Background: an optimization exercise with open tools, aiming at small area, a short achievable clock period and few clock cycles per item. Do not read the settings as production practice. In this exercise RTL edits were held to simulation tests only and were not proved equivalent to the original. Power and IR drop assume default switching activity.

<file path="run.sh">
#!/bin/bash
# synth_recipe.tcl (not shown) runs the flow's synth.tcl, then flattens the netlist and writes it again
# the make line also repeats each setting of config.mk as NAME=value (left out here)
make -C /OpenROAD-flow-scripts/flow DESIGN_CONFIG=/design/flow/config.mk WORK_HOME=/design/flow/orfs CLKGATE_MAP_FILE= SYNTH_SCRIPT=/design/flow/synth_recipe.tcl finish
</file>
<file path="config.mk">
export PLATFORM = sky130hd
export DESIGN_NAME = lcsa_encoder
export DESIGN_NICKNAME = lcsa_encoder
export VERILOG_FILES = /design/flow/design.v
export SDC_FILE = /design/flow/constraint.sdc
export NUM_CORES = 4
export LEC_CHECK = 0
export CAP_MARGIN = 20
export CORE_MARGIN = 2
export CORE_UTILIZATION = 40
export SLEW_MARGIN = 20
</file>
<file path="constraint.sdc">
create_clock -name core_clock -period 10.0 [get_ports {clk}]
set_input_delay 2.0000 -clock core_clock [delete_from_list [all_inputs] [get_ports {clk}]]
set_output_delay 2.0000 -clock core_clock [all_outputs]
set_load 0.01 [all_outputs]
</file>
<file path="design.v">
module lcsa_encoder (
    input  wire        clk,
    input  wire        rst,           
    input  wire        start,
    input  wire [31:0] len,           
    input  wire [31:0] spb,           
    input  wire [31:0] bits,          
    output wire        busy,
    output wire        s_valid,
    input  wire        s_ready,
    output wire [12:0] s_index,
    output wire [9:0]  s_trits,       
    output wire [63:0] s_time,
    output wire        s_last,
    output wire        done,
    output wire        done_err,
    output wire [2:0]  done_code,
    output wire [3:0]  done_cause,
    output wire [13:0] done_n,
    output wire [7:0]  done_half
);
    localparam [1:0] PH_INIT  = 2'd0,    
                     PH_DIV   = 2'd1,    
                     PH_PRIME = 2'd2,    
                     PH_RUN   = 2'd3;    
    reg         busy_r, done_r, sv_r, last_r;
    reg         err_r;
    reg  [2:0]  code_r;
    reg  [3:0]  cause_r;
    reg  [13:0] e_r;                 
    reg         tb_r, tnb_r, tf_r, tfnb_r, tman_r, tami_r;    
    reg  [10:0] texp_r;
    reg  [51:0] tfrac_r;
    reg  [8:0]  s_r;                 
    reg  [31:0] bsh;                 
    reg  [8:0]  j_r;                 
    reg  [4:0]  lrem;                
    reg         pol_r;               
    reg  [1:0]  ph;
    reg  [4:0]  dcnt;
    reg  [53:0] aq;
    reg  [7:0]  ar;
    reg  [53:0] dq;
    reg  [7:0]  dr;
    reg  [8:0]  tt;                  
    reg  [10:0] expa;                
    wire accept = start && !busy_r;
    reg        chk_err;
    reg [2:0]  chk_code;
    reg [3:0]  chk_cause;
    always @(*) begin
        chk_err   = 1'b1;
        chk_code  = 3'd0;
        chk_cause = 4'd0;
        if ($signed(len) <= 0) begin
            chk_code = 3'd1; chk_cause = 4'd1;           
        end else if ($signed(spb) <= 0) begin
            chk_code = 3'd1; chk_cause = 4'd2;           
        end else if ($signed(len) > 32) begin
            chk_code = 3'd4; chk_cause = 4'd5;           
        end else if ($signed(spb) > 256) begin
            chk_code = 3'd4; chk_cause = 4'd6;           
        end else begin
            chk_err = 1'b0;
        end
    end
    wire       s_one = (s_r == 9'd1);
    wire [8:0] s_div = s_one ? 9'd2 : s_r;
    wire [7:0] sm1   = s_div[7:0] - 8'd1;         
    wire [8:0] sm1t  = s_r - 9'd1;                
    reg [7:0] r_init;                             
    reg [3:0] p_len;
    integer k;
    always @(*) begin
        r_init = 8'd0;
        for (k = 0; k < 8; k = k + 1)
            if (sm1[k]) r_init = 8'd1 << k;
        p_len = 4'd0;
        for (k = 0; k < 8; k = k + 1)
            if (sm1t[k]) p_len = k[3:0] + 4'd1;
    end
    function [8:0] dstep;                         
        input [7:0] r;
        input [8:0] s;
        reg   [8:0] t;
        begin
            t = {r, 1'b0};
            if (t >= s) dstep = {1'b1, t[7:0] - s[7:0]};
            else        dstep = {1'b0, t[7:0]};
        end
    endfunction
    wire [8:0] st1 = dstep(dr, s_div);
    wire [8:0] st2 = dstep(st1[7:0], s_div);
    wire        prime = (ph == PH_PRIME);
    wire        rc    = !prime && ({1'b0, ar} >= tt);
    wire [7:0]  rn    = rc ? (ar - tt[7:0]) : (ar + dr);
    wire [54:0] qs    = {1'b0, aq} + {1'b0, dq} + {54'd0, rc};
    wire        xover = qs[54];
    wire [8:0]  ar_h  = (qs[0] ? (s_r + {1'b0, rn}) : {1'b0, rn});
    wire [8:0]  dr_h  = (dq[0] ? (s_r + {1'b0, dr}) : {1'b0, dr});
    wire [9:0]  tt_h  = (dq[0] ? {1'b0, tt} : ({1'b0, s_r} + {1'b0, tt}));
    wire [53:0] mrnd  = {1'b0, aq[53:1]} + {53'd0, aq[0]};
    wire        wrap   = (j_r == sm1t);
    wire [8:0]  j_n    = wrap ? 9'd0 : j_r + 9'd1;
    wire [31:0] bsh_n  = wrap ? {1'b0, bsh[31:1]} : bsh;
    wire [4:0]  lrem_n = wrap ? lrem - 5'd1 : lrem;
    wire        pol_n  = (wrap && bsh[0]) ? !pol_r : pol_r;
    wire        b_n    = bsh_n[0];
    wire        f_n    = (j_n < {1'b0, s_r[8:1]});
    wire        last_n = (lrem_n == 5'd0) && (j_n == sm1t);
    wire mv      = sv_r && s_ready;
    wire ld_next = busy_r && (ph == PH_RUN) && !last_r && (!sv_r || s_ready);
    wire acc     = ld_next || prime;
    always @(posedge clk) begin
        if (rst) begin
            busy_r <= 1'b0;
            sv_r   <= 1'b0;
            done_r <= 1'b0;
        end else begin
            done_r <= 1'b0;
            if (accept) begin
                err_r   <= chk_err;
                code_r  <= chk_code;
                cause_r <= chk_cause;
                if (chk_err) begin
                    done_r <= 1'b1;
                end else begin
                    busy_r <= 1'b1;
                    sv_r   <= 1'b1;
                end
            end else if (busy_r) begin
                if (mv && last_r) begin
                    busy_r <= 1'b0;
                    done_r <= 1'b1;
                end
                if (ld_next)
                    sv_r <= 1'b1;
                else if (mv)
                    sv_r <= 1'b0;
            end
        end
    end
    always @(posedge clk) begin
        if (accept) begin
            e_r     <= 14'd0;
            tb_r    <= bits[0];
            tnb_r   <= !bits[0];
            tf_r    <= (spb[8:1] != 8'd0);
            tfnb_r  <= (spb[8:1] != 8'd0) && !bits[0];
            tman_r  <= !(bits[0] ^ (spb[8:1] != 8'd0));
            tami_r  <= 1'b0;
            last_r  <= (len[5:0] == 6'd1) && (spb[8:0] == 9'd1);
            texp_r  <= 11'd0;
            tfrac_r <= 52'd0;
            s_r     <= spb[8:0];
            bsh     <= bits;
            j_r     <= 9'd0;
            lrem    <= len[4:0] - 5'd1;
            pol_r   <= 1'b0;
        end else begin
            if (mv)
                e_r <= e_r + 14'd1;
            if (ld_next) begin
                tb_r    <= b_n;
                tnb_r   <= !b_n;
                tf_r    <= f_n;
                tfnb_r  <= f_n && !b_n;
                tman_r  <= !(b_n ^ f_n);
                tami_r  <= b_n && pol_n;
                last_r  <= last_n;
                texp_r  <= expa + {10'd0, mrnd[53]};
                tfrac_r <= mrnd[51:0];
                bsh     <= bsh_n;
                j_r     <= j_n;
                lrem    <= lrem_n;
                pol_r   <= pol_n;
            end
        end
    end
    always @(posedge clk) begin
        if (accept) begin
            ph <= PH_INIT;
            aq <= 54'd0;
            ar <= 8'd0;
        end else begin
            case (ph)
                PH_INIT: begin
                    dr   <= r_init;
                    expa <= 11'd1023 - {7'd0, p_len};
                    dcnt <= 5'd26;
                    ph   <= PH_DIV;
                end
                PH_DIV: begin
                    dq   <= {dq[51:0], st1[8], st2[8]};
                    dr   <= st2[7:0];
                    dcnt <= dcnt - 5'd1;
                    if (dcnt == 5'd0) ph <= PH_PRIME;
                end
                PH_PRIME: begin
                    tt <= s_r - {1'b0, dr};
                    ph <= PH_RUN;
                end
                default: ;
            endcase
            if (acc) begin
                if (xover) begin
                    aq   <= qs[54:1];
                    ar   <= ar_h[8:1];
                    dq   <= {1'b0, dq[53:1]};
                    dr   <= dr_h[8:1];
                    tt   <= tt_h[9:1];
                    expa <= expa + 11'd1;
                end else begin
                    aq   <= qs[53:0];
                    ar   <= rn;
                end
            end
        end
    end
    assign busy       = busy_r;
    assign s_valid    = sv_r;
    assign s_index    = e_r[12:0];
    assign s_trits    = {tami_r, tb_r, tman_r, 1'b1, tfnb_r, tf_r, tnb_r, 1'b1, 1'b0, tb_r};
    assign s_time     = {1'b0, texp_r, tfrac_r};
    assign s_last     = last_r;
    assign done       = done_r;
    assign done_err   = err_r;
    assign done_code  = code_r;
    assign done_cause = cause_r;
    assign done_n     = e_r;
    assign done_half  = s_r[8:1];
endmodule
</file>
==> flow_summary_export.csv, run 1 <==
group,metric,value,unit
global_routing,grt_max_degree,180,
critical_path,endpoint_kind,"flop",
cts,cts_sinks,298,
logic_synthesis,synth.area.mux_share,0.0451,
critical_path,critPathMaxFanout,11,
timing,period_minus_slack,6.38,ns
floorplan,start_util,0.406,
final_layout,fin_area,25700,um2
timing,period_share,0.638,
final_layout,diodes,0,
logic_synthesis,synth-compound-area-share,0.205,
cts,clockBufferDepth,3,
logic_synthesis,synth_most_common_cell,"nand2_1",
final_layout,area_growth_syn_to_layout,17.0,%
placement,place_congestion,0.956,
power_and_ir_drop,p_int,4.02,mW
logic_synthesis,synth_top_area_share,0.196,
status,status,"timing/DRC/antenna clean",
logic_synthesis,async_flop_share,0,
critical_path,cp-startpoint,"s_r[1]",
timing,rsz0062_at_grt,"false",
global_routing,antenna_found_initial,0,
logic_synthesis,synth_top_family_by_area,"compound AO/OA/AOI/OAI gates",
cts,worstSkewPairLatency,0.57,ns
power_and_ir_drop,power_frac_seq,0.271,
global_routing,track_usage,0.228,
cts,numCtsBuffers,38,
cts,cts_resized,0,
logic_synthesis,ys_ff_latch,298,
final_layout,fillers,5231,
power_and_ir_drop,vdd_ir_drop_max,148,uV
routing,ant_nets,0,
power_and_ir_drop,switching_share,0.439,
logic_synthesis,synthTopCellsByCount,"nand2_1 (288), o21ai_0 (251), nor2_1 (234)",
hold_path,min_to,"tfrac_r[1]",
critical_path,cp.required,10.27,ns
cts,post_cts_buffers,0,
power_and_ir_drop,pwr-share-clk,0.206,
logic_synthesis,synth_area_leaders,"edfxtp_1 (20%), dfxtp_1 (14%), ha_1 (8.4%)",
placement,dp_hpwl,48700,um
floorplan,die_h,238,um
routing,wl_per_cell,19.2,um
power_and_ir_drop,total_power,7.17,mW
global_routing,overflow,0,
hold_path,hold_start,"tfrac_r[1]",
critical_path,rrSetupSlack,3.62,ns
floorplan,pin_count,221,
timing,maxSlewHeadroom,0.314,
timing,timing.fmax,157,MHz
hold_path,holdPathStages,2,
routing,post-route-drc-count,0,
floorplan,rows,85,
logic_synthesis,synth_cell_types,91,
cts,cts_hold_buffers,0,
floorplan,dieArea,56700,um2
logic_synthesis,synth-main-ff-cell,"dfxtp_1",
logic_synthesis,yosysSeqAreaShare,0.337,
power_and_ir_drop,p_sw,3.15,mW
placement,placed_area,24300,um2
power_and_ir_drop,combPwrFrac,0.523,
placement,port_buffers,214,
power_and_ir_drop,p_per_area,279,nW/um2
routing,dr.pass1.iters,5,
critical_path,rr_worst_depth,20,
routing,drtIter0Drc,1320,
timing,slew_violations,0,
logic_synthesis,syn_inst,2635,
routing,via_per_inst,5.75,
timing,setup_viol,0,
critical_path,critical_path_arrival,6.65,ns
logic_synthesis,yosys.area_share.simple,0.189,
hold_path,hold_path_class,"flop to flop",
routing,routed_wl,66400,um
logic_synthesis,synthXorXnorAreaFrac,0.0748,
cts,clk_transition_reported_paths,0.06,ns
cts,cts_tree,"done",
critical_path,path_class,"flop to flop",
logic_synthesis,synth_area,21900,um2
timing,hold_viol_final,0,
critical_path,reg2reg_from,"s_r[1]",
timing,tns,0,ns
final_layout,drive_above_1_share,0.0469,
logic_synthesis,ys_warn_count,1,
final_layout,final_nets,2998,
floorplan,die_w,238,um
timing,clock_skew,0.0170,ns
critical_path,timing.rr.end,"dr[5]",
power_and_ir_drop,leakage,10.1,nW
logic_synthesis,avgSynthCellArea,8.33,um2
critical_path,cp-start-kind,"flop",
timing,worstMarginPinSlew,1.03,ns
logic_synthesis,synth-edff-count,143,
cts,root_buffer,"clkbuf_16",
floorplan,coreArea,54000,um2
global_routing,grt_pass1_wl,105000,um
logic_synthesis,synthAdderAreaFrac,0.0917,
global_routing,grt_pass1_vias,19200,
cts,htreeDepth,2,
logic_synthesis,yosysTopAreaCell,"edfxtp_1",
routing,vias,19900,
flow_run,drv_cap,0,
## cells in the final DEF, fill, tap and decap left out, types with 23 or more instances in the layout
cell	synthesis	final
nand2_1	288	287
o21ai_0	251	250
nor2_1	234	234
clkdlybuf4s50_1	0	214
a21oi_1	198	198
dfxtp_1	155	155
ha_1	148	147
edfxtp_1	143	143
nand3_1	129	129
inv_1	98	98
xnor2_1	98	98
mux2i_1	83	83
xor2_1	79	79
a31oi_1	50	50
clkbuf_16	0	43
a21o_1	42	42
nor3_1	42	42
and3_1	37	37
nand4_1	31	31
a211oi_1	31	31
o21a_1	23	23
## metal layers
layer  vias up  share of wire  GRT usage
met2       621           0.48      0.403
met5         -              0          0
met3       101          0.058     0.0325
met4         0          0.022     0.0578
li1       9690              -          -
met1      9528           0.44      0.291
## sequential cells by signal, summed over array words and instances (netlist names), 8 cells and up
signal and cells:
texp_r 11, j_r 9, ar 8, expa 11, dq 54, dr 8, tfrac_r 52, aq 54
s_r 9, e_r 14, bsh 32, tt 9
## cell families after synthesis
family / count (synthesis)
buf+inv: 274
flops: 298
other cells: 2
xor+xnor: 181
compound gates: 739
simple gates: 888
fa+ha+maj: 156
mux: 97
## worst max path at each step
stage | to
finish | dr[5]
floorplan | bsh[10]
detailed placement | dr[5]
CTS | dr[5]
global route | dr[1]
global placement | dr[1]
## area by class of cell
class | count | area [um2] | share of cell area
repair buffers | 235 | 2310 | 0.0900
inverters | 102 | 383 | 0.0149
flip-flops and latches | 298 | 7400 | 0.288
clock buffers | 55 | 1170 | 0.0456
well taps | 696 | 871 | 0.0339
clock inverters | 15 | 193 | 0.00750
multi-input cells | 2067 | 13400 | 0.520
## through the flow
step	utilization	instances	setup WS, ns	hold slack, ns
after floorplan	-	2639	1.73	0.444
after global placement	0.450	3398	3.76	0.447
after detailed placement	0.450	3398	3.67	0.450
after CTS	0.475	3468	3.65	0.464
after global routing	0.475	3468	3.17	0.484
final	0.475	3468	3.62	0.460
## worst max-delay path, cell delays in order (launching register included)
cell and delay (ns):
edfxtp_1 0.58, inv_1 0.37, ha_1 0.21, nor4b_2 0.44
a21oi_1 0.33, ha_1 0.41, o21a_1 0.12, nor2_1 0.05
nor2_1 0.17, a21oi_1 0.14, a21oi_2 0.55, mux2_2 0.43
ha_1 0.34, o21a_1 0.14, o2bb2ai_1 0.10, o21ai_1 0.24
a221o_1 0.23, o22a_1 0.48, mux2_2 0.40, a221oi_1 0.24
a21oi_1 0.12
## power by group through the flow
stage / Combinational, mW / Clock (mW) / Sequential, mW
6_report: 3.75 / 1.48 / 1.94
5_1_grt: 4.17 / 1.56 / 1.98
4_1_cts: 3.73 / 1.52 / 1.93
3_5_place_dp: 3.70 / 0 / 1.96
3_3_place_gp: 3.64 / 0 / 1.95
2_1_floorplan: 2.90 / 0 / 1.81
Testbench counts, summed over its fixed seeds: cycles 59,046, samples 57,598.
==> run 2, diff against run 1 <==
--- a/config.mk
+++ b/config.mk
@@ -7,2 +7,3 @@
 export LEC_CHECK = 0
+export ABC_CLOCK_PERIOD_IN_PS = 3500
 export CAP_MARGIN = 20
@@ -10,2 +11,3 @@
 export CORE_UTILIZATION = 40
+export SETUP_SLACK_MARGIN = 5
 export SLEW_MARGIN = 20
==> flow_summary_export.csv, run 2 <==
group,metric,value,unit
status,status,"timing/DRC/antenna clean",
cts,cts_tree,"done",
timing,maxSlewHeadroom,0.312,
routing,vias,20100,
cts,clk_transition_reported_paths,0.06,ns
hold_path,hold_path_class,"flop to flop",
timing,rsz0062_at_grt,"false",
power_and_ir_drop,vdd_ir_drop_max,116,uV
critical_path,critPathMaxFanout,51,
routing,post-route-drc-count,0,
final_layout,final_nets,3033,
critical_path,crit_path_cell_trace,"inv_1 > ha_1 > and3_1 > o2111ai_1 > a31oi_1 > inv_1 > fa_2 > fa_2 > nor2b_2 > o2111a_1 > o21ai_1 > a211oi_2 > o211ai_1 > a31oi_4 > buf_4 > o22ai_4 > buf_4 > or3_1 > a31oi_1",
critical_path,cp.required,10.48,ns
power_and_ir_drop,p_per_area,274,nW/um2
logic_synthesis,synth_cell_types,91,
routing,routed_wl,67200,um
placement,port_buffers,214,
cts,cts_hold_buffers,0,
logic_synthesis,synth_area,21900,um2
critical_path,cp-start-kind,"flop",
floorplan,coreArea,54000,um2
cts,htreeDepth,2,
placement,place_congestion,0.924,
timing,setup_viol,0,
logic_synthesis,syn_inst,2635,
timing,hold_viol_final,0,
final_layout,diodes,0,
final_layout,area_growth_syn_to_layout,18.8,%
placement,dp_hpwl,47400,um
cts,numCtsBuffers,37,
logic_synthesis,synth_area_leaders,"edfxtp_1 (20%), dfxtp_1 (14%), ha_1 (8.4%)",
final_layout,final_cell_mix,"nand2_1 (287), o21ai_0 (247), nor2_1 (230), clkdlybuf4s50_1 (214), a21oi_1 (194)",
floorplan,dieArea,56700,um2
final_layout,fillers,5201,
final_layout,final_common_cell,"nand2_1",
logic_synthesis,synth-edff-count,143,
global_routing,grt_use_met3,0.0331,
cts,clockBufferDepth,3,
logic_synthesis,synthTopCellsByCount,"nand2_1 (288), o21ai_0 (251), nor2_1 (234)",
routing,drtIter0Drc,1476,
floorplan,pin_count,221,
critical_path,critical_path.top_delay_family,"compound AO/OA/AOI/OAI gates",
logic_synthesis,async_flop_share,0,
timing,clock_skew,0.0168,ns
floorplan,start_util,0.406,
critical_path,endpoint_kind,"flop",
timing,fin_ws,5.23,ns
global_routing,met2_usage,0.394,
critical_path,path_class,"flop to flop",
timing,timing.fmax,210,MHz
global_routing,grtUsageMet1,0.298,
floorplan,die_w,238,um
logic_synthesis,synth_top_area_share,0.196,
logic_synthesis,yosysSeqAreaShare,0.337,
logic_synthesis,avgSynthCellArea,8.33,um2
global_routing,track_usage,0.231,
routing,via_per_inst,5.74,
cts,root_buffer,"clkbuf_16",
routing,ant_nets,0,
critical_path,worst_path_max_delay_cell,"edfxtp_1",
critical_path,cp_num_buf_inv,4,
routing,wl_per_cell,19.2,um
final_layout,reg_top3,"aq: 54 flops, dq: 54 flops, tfrac_r: 52 flops",
timing,tns,0,ns
cts,cts_sinks,298,
timing,slew_violations,0,
global_routing,grt_pass1_vias,19700,
placement,dp_slack,3.78,ns
logic_synthesis,synth-main-ff-cell,"dfxtp_1",
final_layout,drive_above_1_share,0.0666,
routing,dr.pass1.iters,5,
logic_synthesis,ys_ff_latch,298,
logic_synthesis,yosysTopAreaCell,"edfxtp_1",
critical_path,crit_path_max_incr_delay,0.42,ns
logic_synthesis,synth_most_common_cell,"nand2_1",
global_routing,overflow,0,
power_and_ir_drop,leakage,10.3,nW
cts,worstSkewPairLatency,0.56,ns
timing,period_minus_slack,4.77,ns
floorplan,rows,85,
flow_run,drv_cap,0,
floorplan,die_h,238,um
critical_path,critical_path_arrival,5.26,ns
timing,worstMarginPinSlew,1.03,ns
global_routing,busiest_layer,"met2",
global_routing,grt_max_degree,188,
timing,period_share,0.477,
global_routing,grt_pass1_wl,107000,um
logic_synthesis,ys_warn_count,1,
global_routing,antenna_found_initial,0,
-- run 2: cell counts after synthesis --
Identical to the previous run, type by type.
-- run 2: what timing repair did --
item,in CTS,in global routing
hold endpoints to repair,0,0
setup endpoints to repair,133,112
pin swaps,5,9
resized for setup,13,27
cloned,4,0
setup buffers,24,11
-- run 2: routing by layer --
metal,routed length (um),part of all wire
met1,29800,0.44
met4,2110,0.031
met3,3620,0.054
met5,0,0
met2,31700,0.47
-- run 2: cell families (layout without fill, tap and decap cells) --
logic type | Yosys count | count (layout) | synth area share
flip-flops | 298 | 298 | 0.337
multiplexers | 97 | 97 | 0.0451
AO/OA/AOI/OAI | 739 | 741 | 0.205
other | 2 | 6 | 0.000342
XOR/XNOR | 181 | 181 | 0.0748
adder cells (fa/ha/maj) | 156 | 156 | 0.0917
buffers and inverters | 274 | 439 | 0.0570
AND/OR/NAND/NOR | 888 | 888 | 0.189
-- run 2: power breakdown --
part           internal [mW]  leakage [nW]  switching (mW)  total [mW]
Clock                  0.803         0.607           0.567        1.37
Combinational           1.60          6.99            2.23        3.83
Sequential              1.59          2.66           0.352        1.94
-- run 2: tightest hold or removal path, stage by stage, from the launching register on --
cell	delay, ns
dfxtp_1	0.31
nand3_1	0.06
nand2_1	0.05
-- run 2: final timing paths --
check	startpoint	endpoint	slack, ns	cells after the start
hold reg to reg	texp_r[1]	texp_r[1]	0.46	2
setup reg to reg	tt[6]	ar[7]	5.23	19
hold / removal	texp_r[1]	texp_r[1]	0.46	2
setup / recovery	tt[6]	ar[7]	5.23	19
-- run 2: stage by stage --
step / power (mW) / instances / utilization / cell area [um2] / hold slack [ns]
3_3_place_gp: 5.53 / 3395 / 0.450 / 24300 / 0.446
5_1_grt: 7.67 / 3502 / 0.482 / 26100 / 0.477
4_1_cts: 7.06 / 3491 / 0.479 / 25900 / 0.459
2_1_floorplan: 4.71 / 2639 / - / 22000 / 0.444
6_report: 7.14 / 3502 / 0.482 / 26100 / 0.458
3_5_place_dp: 5.60 / 3395 / 0.450 / 24300 / 0.449
-- run 2: area by class of cell --
cell class                      instances  area [um2]  area share
Clock inverter                         21         209     0.00802
Tap cell                              696         871      0.0334
Inverter                              102         392      0.0150
Sequential cell                       298        7400       0.284
Clock buffer                           47        1010      0.0389
Multi-Input combinational cell       2069       13500       0.519
Timing Repair Buffer                  269        2650       0.102

==> separate check: timing with driven ports <==
Ports are ideal in the flow. The routed layouts listed here were re-timed in OpenROAD. Step 1, drivers: a clkbuf_16 drives clk and a buf_2 each remaining input, both assumed. Step 2 also shifts input and output timing later by t, the mid clock arrival at the registers, as if the neighbouring blocks saw the same clock. Three values: no drivers, after step 1, after step 2; two values: the first two.
run | t, ns | setup WS [ns] | worst setup path after step 2 | worst slew at a driven data input, ns
run 1 | 0.621 | 3.617 / 3.617 / 3.617 | register to register | 0.07
run 2 | 0.607 | 5.229 / 5.229 / 4.768 | input to register | 0.08
After both steps every run listed still meets setup and hold. For run 2, which loses most, drivers alone change the setup slack by 0.000 ns; drivers and shift together by -0.461 ns.
